This design comes from an exercise in tuning for small area on the open sky130 flow, not from production work. In this exercise RTL edits were held to simulation tests only and were not proved equivalent to the original. Power and IR drop assume default switching activity. No driver is modelled on the clock port, so clocking that relies on it looks cheaper here than on a real chip.

Setup of xenon:
Design col216_core, start of the top module:
module col216_core (
    input  wire        clk,
    input  wire        rst,           
    input  wire [15:0] prog_len,      
    output wire [15:0] imem_addr,
    input  wire [31:0] imem_rdata,
    output wire [17:0] dmem_addr,     
    output wire        dmem_we,
    output wire [31:0] dmem_wdata,
    input  wire [31:0] dmem_rdata,
    output wire        wb_valid,      
    output wire [4:0]  wb_rd,
    output wire [31:0] wb_data,
    output wire        halted,
    output wire        fault,
    output wire [2:0]  fault_code,
    output wire [15:0] fault_pc
);
Size in the first run: ~2500 cells after synthesis, roughly 1100 flip-flops, about 210 I/O pins, roughly 31000 um2 of cells after synthesis.
export LEC_CHECK = 0
export ABC_AREA = 1
export CAP_MARGIN = 20
export CORE_MARGIN = 2
export CORE_UTILIZATION = 70
export SLEW_MARGIN = 20
create_clock -name core_clock -period 11.0 [get_ports {clk}]
standard.sh (not shown) runs the stock make flow with config.mk's settings and CLKGATE_MAP_FILE= SYNTH_SCRIPT=/design/flow/synth_recipe.tcl, a recipe that flattens the netlist after the stock synthesis.
==> flow/flow/run.sh <==
#!/bin/bash
# The standard layout (standard.sh) with three changes:
#  - synthesis maps logic with an area-oriented ABC script (flow/area.abc),
#    through flow/my_synth.tcl, otherwise the same as synth_recipe.tcl;
#  - the port buffers are the smallest buffer cell;
#  - clock tree synthesis uses larger sink clusters and no dummy loads.
# make's output goes to standard.log; each tool's full log is in orfs/logs.
set -o pipefail
W=$(pwd)
sed "s#SYNTH_SCRIPT=[^ ]*#SYNTH_SCRIPT=$W/flow/my_synth.tcl#" standard.sh > my_standard.sh
export MY_ABC_SCRIPT=$W/flow/area.abc
export BUFFER_PORTS_ARGS="-buffer_cell sky130_fd_sc_hd__buf_1"
export CTS_ARGS="-sink_clustering_enable -repair_clock_nets -dont_use_dummy_load -buf_list sky130_fd_sc_hd__clkbuf_8 -sink_clustering_size 20 -sink_clustering_max_diameter 50"
bash my_standard.sh > standard.log 2>&1
==> flow/flow/area.abc <==
&get -n
&st
&dch -f
&nf -R 1000 -p -F 8 -A 4 -E 50
&put
buffer -c
topo
stime -c
upsize -c
dnsize -c
==> flow/flow/my_synth.tcl <==
# synth_recipe.tcl (the standard synthesis) with one change: ABC maps the
# combinational logic with the script named by MY_ABC_SCRIPT (an area-oriented
# &nf mapping) instead of ORFS's. Registers are mapped before ABC runs, so
# they are the standard synthesis's registers, with the same names and cells.
proc synth {args} { yosys synth -nofsm -noshare {*}$args }
proc abc {args} {
  set i [lsearch -exact $args -script]
  if { $i >= 0 && [info exists ::env(MY_ABC_SCRIPT)] } {
    lset args [expr {$i + 1}] $::env(MY_ABC_SCRIPT)
  }
  yosys abc {*}$args
}
source $::env(SCRIPTS_DIR)/synth.tcl
# left out here: clear keep_hierarchy, flatten, clean up, hide names made inside functions, write 1_2_yosys.v
Setup changes, xenon to onyx
Settings: CORE_UTILIZATION changed from 70 to 60.
diff --git a/flow/flow/run.sh b/flow/flow/run.sh
--- a/flow/flow/run.sh
+++ b/flow/flow/run.sh
@@ -12,3 +12,3 @@
 export BUFFER_PORTS_ARGS="-buffer_cell sky130_fd_sc_hd__buf_1"
-export CTS_ARGS="-sink_clustering_enable -repair_clock_nets -dont_use_dummy_load -buf_list sky130_fd_sc_hd__clkbuf_8 -sink_clustering_size 20 -sink_clustering_max_diameter 50"
+export CTS_ARGS="-sink_clustering_enable -repair_clock_nets -dont_use_dummy_load -buf_list \"sky130_fd_sc_hd__clkbuf_8 sky130_fd_sc_hd__clkbuf_16\" -root_buf sky130_fd_sc_hd__clkbuf_16 -tree_buf sky130_fd_sc_hd__clkbuf_16 -sink_clustering_buffer sky130_fd_sc_hd__clkbuf_8 -sink_clustering_size 20 -sink_clustering_max_diameter 80"
 bash my_standard.sh > standard.log 2>&1
Findings:
- On measured slew at the worst slew-check pin: between onyx and xenon, it ends up higher for onyx.
- Of onyx and xenon, the higher worst clock skew belongs to xenon.
- Compared with xenon, via count in onyx decreased by a few percent.
- On onyx: power share of the sequential group is 0.4 points lower than what xenon gave.
- onyx: flow completed, timing, DRC and antenna clean
- Power: onyx draws more than xenon
- Total detailed-routing wirelength is lower on onyx
Inputs modified between onyx and maple:
Settings: SLEW_MARGIN now 0, was 20; CAP_MARGIN now 0, was 20.
diff --git a/flow/flow/run.sh b/flow/flow/run.sh
--- a/flow/flow/run.sh
+++ b/flow/flow/run.sh
@@ -12,3 +12,3 @@
 export BUFFER_PORTS_ARGS="-buffer_cell sky130_fd_sc_hd__buf_1"
-export CTS_ARGS="-sink_clustering_enable -repair_clock_nets -dont_use_dummy_load -buf_list \"sky130_fd_sc_hd__clkbuf_8 sky130_fd_sc_hd__clkbuf_16\" -root_buf sky130_fd_sc_hd__clkbuf_16 -tree_buf sky130_fd_sc_hd__clkbuf_16 -sink_clustering_buffer sky130_fd_sc_hd__clkbuf_8 -sink_clustering_size 20 -sink_clustering_max_diameter 80"
+export CTS_ARGS="-sink_clustering_enable -repair_clock_nets -dont_use_dummy_load -buf_list sky130_fd_sc_hd__clkbuf_8 -sink_clustering_size 20 -sink_clustering_max_diameter 80"
 bash my_standard.sh > standard.log 2>&1
==> summary.txt <==
maple finished all stages; the layout is clean. maple against onyx: portion of the layout cell area used by clock cells down 0.29 points, power shows a reduction of 1.4%, total number of nets in the final design neither gained nor lost much. Compared onyx against maple; via count within noise.
Edits applied to the flow inputs when going from maple to willow:
Settings: SLEW_MARGIN now 20, was 0; CAP_MARGIN now 20, was 0.
--- outcome ---
Comparing maple with willow, the layout filler cell count came out essentially unchanged. On clock network fraction of design power, maple and willow are basically level. Summary of willow over maple: die area barely changed; share of the cycle needed by the critical path after routing level; total placed cells including tap cells closely matched the old numbers; portion of total power attributed to combinational logic shows no meaningful change. Core occupancy in the finished layout: maple vs willow — no meaningful difference. Re arithmetic-cell share of the synthesized area counting full adders, half adders and majority gates: no difference whatsoever between maple and willow. Diff willow..maple | design area | unchanged. The power of maple and that of willow are within noise of each other. Comparing maple against willow, there is no change at all in total routing usage reported by global routing.

---

== north ==
The RTL this note starts from:
==> flow/design.v <==
module col216_core (
    input  wire        clk,
    input  wire        rst,           
    input  wire [15:0] prog_len,      
    output wire [15:0] imem_addr,
    input  wire [31:0] imem_rdata,
    output wire [17:0] dmem_addr,     
    output wire        dmem_we,
    output wire [31:0] dmem_wdata,
    input  wire [31:0] dmem_rdata,
    output wire        wb_valid,      
    output wire [4:0]  wb_rd,
    output wire [31:0] wb_data,
    output wire        halted,
    output wire        fault,
    output wire [2:0]  fault_code,
    output wire [15:0] fault_pc
);
    reg [3:0]  ph;                    
    reg        clr;                   
    reg [15:0] pc;
    reg        halt_r;
    reg        fault_r;
    reg [2:0]  fcode;
    reg        c;                     
    reg        z;                     
    reg [31:0] A;                     
    reg [31:0] R;                     
    reg [6:0]  mc;                    
    reg        wbv_r;                 
    reg        st_r;                  
    reg [4:0]  wb_rd_r;
    reg [1:0]  mc0;                   
    reg        mprev;                 
    wire rev2  = ph[3];
    wire first = (ph[2:0] == 3'd0);
    wire last  = (ph == 4'd15);
    wire go    = ~fault_r & ~halt_r;
    wire [31:0] instr = imem_rdata;
    wire [5:0]  op    = instr[31:26];
    wire [4:0]  rs    = instr[25:21];
    wire [4:0]  rt    = instr[20:16];
    wire [4:0]  rd    = instr[15:11];
    wire is_add  = (op == 6'd1);
    wire is_sub  = (op == 6'd2);
    wire is_mul  = (op == 6'd3);
    wire is_slt  = (op == 6'd4);
    wire is_addi = (op == 6'd5);
    wire is_lw   = (op == 6'd6);
    wire is_sw   = (op == 6'd7);
    wire is_beq  = (op == 6'd8);
    wire is_bne  = (op == 6'd9);
    wire is_j    = (op == 6'd10);
    wire is_r    = is_add | is_sub | is_mul | is_slt;
    wire is_mem  = is_lw | is_sw;
    wire is_br   = is_beq | is_bne;
    wire writes  = is_r | is_addi | is_lw;
    wire [4:0] dest = is_r ? rd : rt;
    wire op_ok      = (op != 6'd0) & (op <= 6'd10);
    wire bad_syntax = ~op_ok | (is_r & (instr[10:0] != 11'd0));
    wire bad_reg    = (is_r & (rd == 5'd0)) | ((is_addi | is_lw) & (rt == 5'd0));
    wire dec_fault  = bad_syntax | bad_reg;
    wire [2:0] dec_code = bad_syntax ? 3'd4 : 3'd1;
    wire [15:0] cx   = rev2 ? A[17:2] : ph[0] ? instr[15:0] : pc;
    wire        c_gt = (cx > prog_len);
    wire        c_eq = (cx == prog_len);
    wire at_end     = c_eq;
    wire bad_label  = (is_br & (instr[15] | c_gt))
                    | (is_j  & ((instr[25:16] != 10'd0) | c_gt));
    wire [4:0] rsel = (rev2 ^ is_mem) ? rs : rt;
    wire       wen  = go & rev2 & writes;
    wire [3:0] tap [0:31];
    assign tap[0] = 4'd0;
    wire [3:0] wd;                    
    wire       fix;                   
    genvar g;
    generate
        for (g = 1; g < 32; g = g + 1) begin : rf
            reg  [31:0] ring;
            wire        we = clr | (wen & (dest == g));
            always @(posedge clk)
                ring <= {we ? (wd & {4{~clr}}) : ring[3:0], ring[31:8],
                         ring[7:5], ring[4] | (we & fix)};
            assign tap[g] = ring[3:0];
        end
    endgenerate
    wire [3:0] X = clr ? 4'd0 : tap[rsel];    
    wire [15:0] imm  = instr[15:0];
    wire [3:0]  immd = ph[2] ? {4{imm[15]}} : imm[{ph[1:0], 2'b00} +: 4];
    wire        inv  = rev2 & (is_sub | is_slt | is_br);
    wire [3:0]  Y    = ((rev2 & ~is_addi) ? R[3:0] : immd) ^ {4{inv}};
    wire        cin  = first ? inv : c;
    wire [4:0]  sum  = {1'b0, X} + {1'b0, Y} + {4'd0, cin};
    wire [3:0]  s    = sum[3:0];
    wire        co   = sum[4];
    wire        lt   = X[3] ^ Y[3] ^ co;             
    wire        zc   = (first | z) & (s == 4'd0);    
    assign fix = last & is_slt & lt;
    wire [3:0]  d   = X & {4{rev2}};
    wire        b0n = d[1];
    wire        b0s1 = d[0] ^ mprev;
    wire        b0s2 = (d[1] & ~d[0] & ~mprev) | (~d[1] & d[0] & mprev);
    wire        b1n = d[3];
    wire        b1s1 = d[2] ^ d[1];
    wire        b1s2 = (d[3] & ~d[2] & ~d[1]) | (~d[3] & d[2] & d[1]);
    wire [31:0] A2  = {A[30:0], 1'b0};
    wire [31:0] r0  = ((A & {32{b0s1}}) | (A2 & {32{b0s2}})) ^ {32{b0n}};
    wire [31:0] r1x = ((A & {32{b1s1}}) | (A2 & {32{b1s2}})) ^ {32{b1n}};
    wire [31:0] r1  = {r1x[29:0], 2'b00};
    wire [31:0] q0  = R;              
    wire [31:0] s3  = r0 ^ r1 ^ q0;
    wire [31:0] c3  = {((r0 & r1) | (r0 & q0) | (r1 & q0)), 1'b0};
    wire [31:0] msum;
    wire [7:0]  mco;
    wire [5:0]  n0 = {2'b00, s3[3:0]} + {2'b00, c3[3:0]} + {4'd0, mc0}
                   + {3'd0, b1n, 1'b0, b0n};
    assign msum[3:0] = n0[3:0];
    assign mco[0] = 1'b0;
    genvar k;
    generate
        for (k = 1; k < 8; k = k + 1) begin : nib
            wire cin_k = (k < 7) ? mc[k] : 1'b0;
            assign {mco[k], msum[4*k +: 4]} =
                {1'b0, s3[4*k +: 4]} + {1'b0, c3[4*k +: 4]} + {4'd0, cin_k};
        end
    endgenerate
    wire [3:0] mdig = dmem_rdata[{ph[2:0], 2'b00} +: 4];
    wire [3:0] res  = is_lw  ? mdig :
                      is_mul ? msum[3:0] :
                      is_slt ? 4'd0 : s;
    assign wd = res;
    wire [3:0] din  = ~rev2 ? (X & {4{~is_mul}}) : is_sw ? X : res;
    wire        mrun = rev2 & is_mul;
    wire [27:0] Rlo;
    generate
        for (k = 0; k < 7; k = k + 1) begin : rlo
            wire take = mrun & ({1'b0, ph[2:0]} <= 4'd6 - k);
            assign Rlo[4*k +: 4] = take ? msum[4*k+4 +: 4] : R[4*k+4 +: 4];
        end
    endgenerate
    wire ea_bad = (A[1:0] != 2'd0) | (A[31:20] != 12'd0) | ((A[19:18] == 2'd0) & ~c_gt & ~c_eq);
    wire taken = (is_beq & zc) | (is_bne & ~zc);
    always @(posedge clk) begin
        R   <= {din, Rlo[27:1], Rlo[0] | fix};
        wb_rd_r <= dest;
        if (~rev2)
            A <= {is_mem ? s : X, A[31:4]};
        mc0 <= n0[5:4] & {2{rev2}};
        mc  <= {mco[6:1], 1'b0} & {7{rev2}};
        mprev <= d[3] & ~last;
        c   <= co;
        z   <= zc;
        if (rst) begin
            ph      <= 4'd0;
            clr     <= 1'b1;
            pc      <= 16'd0;
            halt_r  <= 1'b0;
            fault_r <= 1'b0;
            wbv_r   <= 1'b0;
            st_r    <= 1'b0;
        end else begin
            wbv_r <= go & last & writes;
            st_r  <= go & last & is_sw;
            ph <= ph + 4'd1;
            if (ph == 4'd7)
                clr <= 1'b0;
            if (go) begin
                if (ph == 4'd0) begin
                    if (at_end)
                        halt_r <= 1'b1;
                    else if (dec_fault) begin
                        fault_r <= 1'b1;
                        fcode   <= dec_code;
                    end
                end
                if (ph == 4'd1 && bad_label) begin
                    fault_r <= 1'b1;
                    fcode   <= 3'd2;
                end
                if (ph == 4'd8 && is_mem && ea_bad) begin
                    fault_r <= 1'b1;
                    fcode   <= 3'd3;
                end
                if (last)
                    pc <= (is_j | (is_br & taken)) ? instr[15:0] : pc + 16'd1;
            end
        end
    end
    assign imem_addr  = pc;
    assign dmem_addr  = A[19:2];
    assign dmem_we    = st_r;
    assign dmem_wdata = R;
    assign wb_valid   = wbv_r;
    assign wb_rd      = wb_rd_r;
    assign wb_data    = R;
    assign halted     = halt_r;
    assign fault      = fault_r;
    assign fault_code = fcode;
    assign fault_pc   = pc;
endmodule
clock: 11.0 ns
lec_check: 0
abc_area: 1
cap_margin: 20
core_margin: 2
core_utilization: 60
slew_margin: 20
==> flow/flow/run.sh <==
#!/bin/bash
# The standard layout (standard.sh) with three changes:
#  - synthesis maps logic with an area-oriented ABC script (flow/area.abc),
#    through flow/my_synth.tcl, otherwise the same as synth_recipe.tcl;
#  - the port buffers are the smallest buffer cell;
#  - clock tree synthesis uses larger sink clusters and no dummy loads.
# make's output goes to standard.log; each tool's full log is in orfs/logs.
set -o pipefail
W=$(pwd)
sed "s#SYNTH_SCRIPT=[^ ]*#SYNTH_SCRIPT=$W/flow/my_synth.tcl#" standard.sh > my_standard.sh
export MY_ABC_SCRIPT=$W/flow/area.abc
export BUFFER_PORTS_ARGS="-buffer_cell sky130_fd_sc_hd__buf_1"
export CTS_ARGS="-sink_clustering_enable -repair_clock_nets -dont_use_dummy_load -sink_clustering_size 30 -sink_clustering_max_diameter 100"
bash my_standard.sh > standard.log 2>&1
Scripts as last shown in full above: flow/flow/area.abc, flow/flow/my_synth.tcl
north: all stages complete, timing, DRC and antenna checks passed
The inputs of east differ from those of north as listed below.
==> flow/flow/run.sh <==
#!/bin/bash
# Standard layout (standard.sh) with two changes: the port buffers are the
# smallest buffer cell, and clock tree synthesis uses larger sink clusters and
# no dummy loads. Each tool's full output stays in orfs/logs; make's own output
# goes to standard.log.
set -o pipefail
export BUFFER_PORTS_ARGS="-buffer_cell sky130_fd_sc_hd__buf_1"
export CTS_ARGS="-sink_clustering_enable -repair_clock_nets -dont_use_dummy_load -sink_clustering_size 30 -sink_clustering_max_diameter 100"
bash standard.sh > standard.log 2>&1
removed: flow/flow/area.abc
removed: flow/flow/my_synth.tcl
==> summary.txt <==
east was carried through to the last stage, and its layout satisfied the timing, DRC and antenna checks.
north closes out successfully: all stages finished, all timing, DRC and antenna checks passed.
Cell area, east vs north: up by a few percent
In terms of relative area of clock buffers and inverters in the final design, north and east differ only marginally.
Going from north to east, final net count now sits higher; average cell area after synthesis now sits lower; number of standard cells in the final layout excluding fillers now sits higher; effective utilization at floorplan now sits higher; area of the multi-input gates now sits higher.
east vs. north: worst hold margin went up by 0.026 ns; core occupancy in the finished layout has remained practically unchanged; count of distinct cell types in the synthesized netlist dropped 6.

[static timing again, ports no longer ideal]
The results above use ideal ports. As a check the final layouts listed here were re-extracted and re-timed, cells and wires unchanged.
Step 1 sets driving cells, clkbuf_16 on the clock port and buf_2 on the other inputs (assumed; they add their load-dependent delay and slew).
Step 2 moves the port delays by t, midway between the first and last clock arrival at a register: inputs arrive t later, outputs are due t later. That takes back most of the time a late clock gives input paths.
a / b / c = ideal / step 1 / step 2; a / b = the first two.
run	t (ns)	setup slack, ns	worst slew at a driven data input, ns	cell pins on the clock port's net
xenon	0.701	1.479 / 1.498 / 0.797	0.13	1
onyx	0.621	1.397 / 1.432 / 0.810	0.11	1
maple	0.691	1.411 / 1.443 / 0.752	0.11	1
willow	0.691	1.411 / 1.443 / 0.752	0.11	1
north	0.633	1.174 / 1.210 / 0.577	0.04	1
east	0.643	2.242 / 2.198 / 1.555	0.15	1
After both steps every run listed still meets setup and hold. The setup slack of east, which loses most, moves by -0.044 ns with the drivers and by -0.687 ns with both steps.
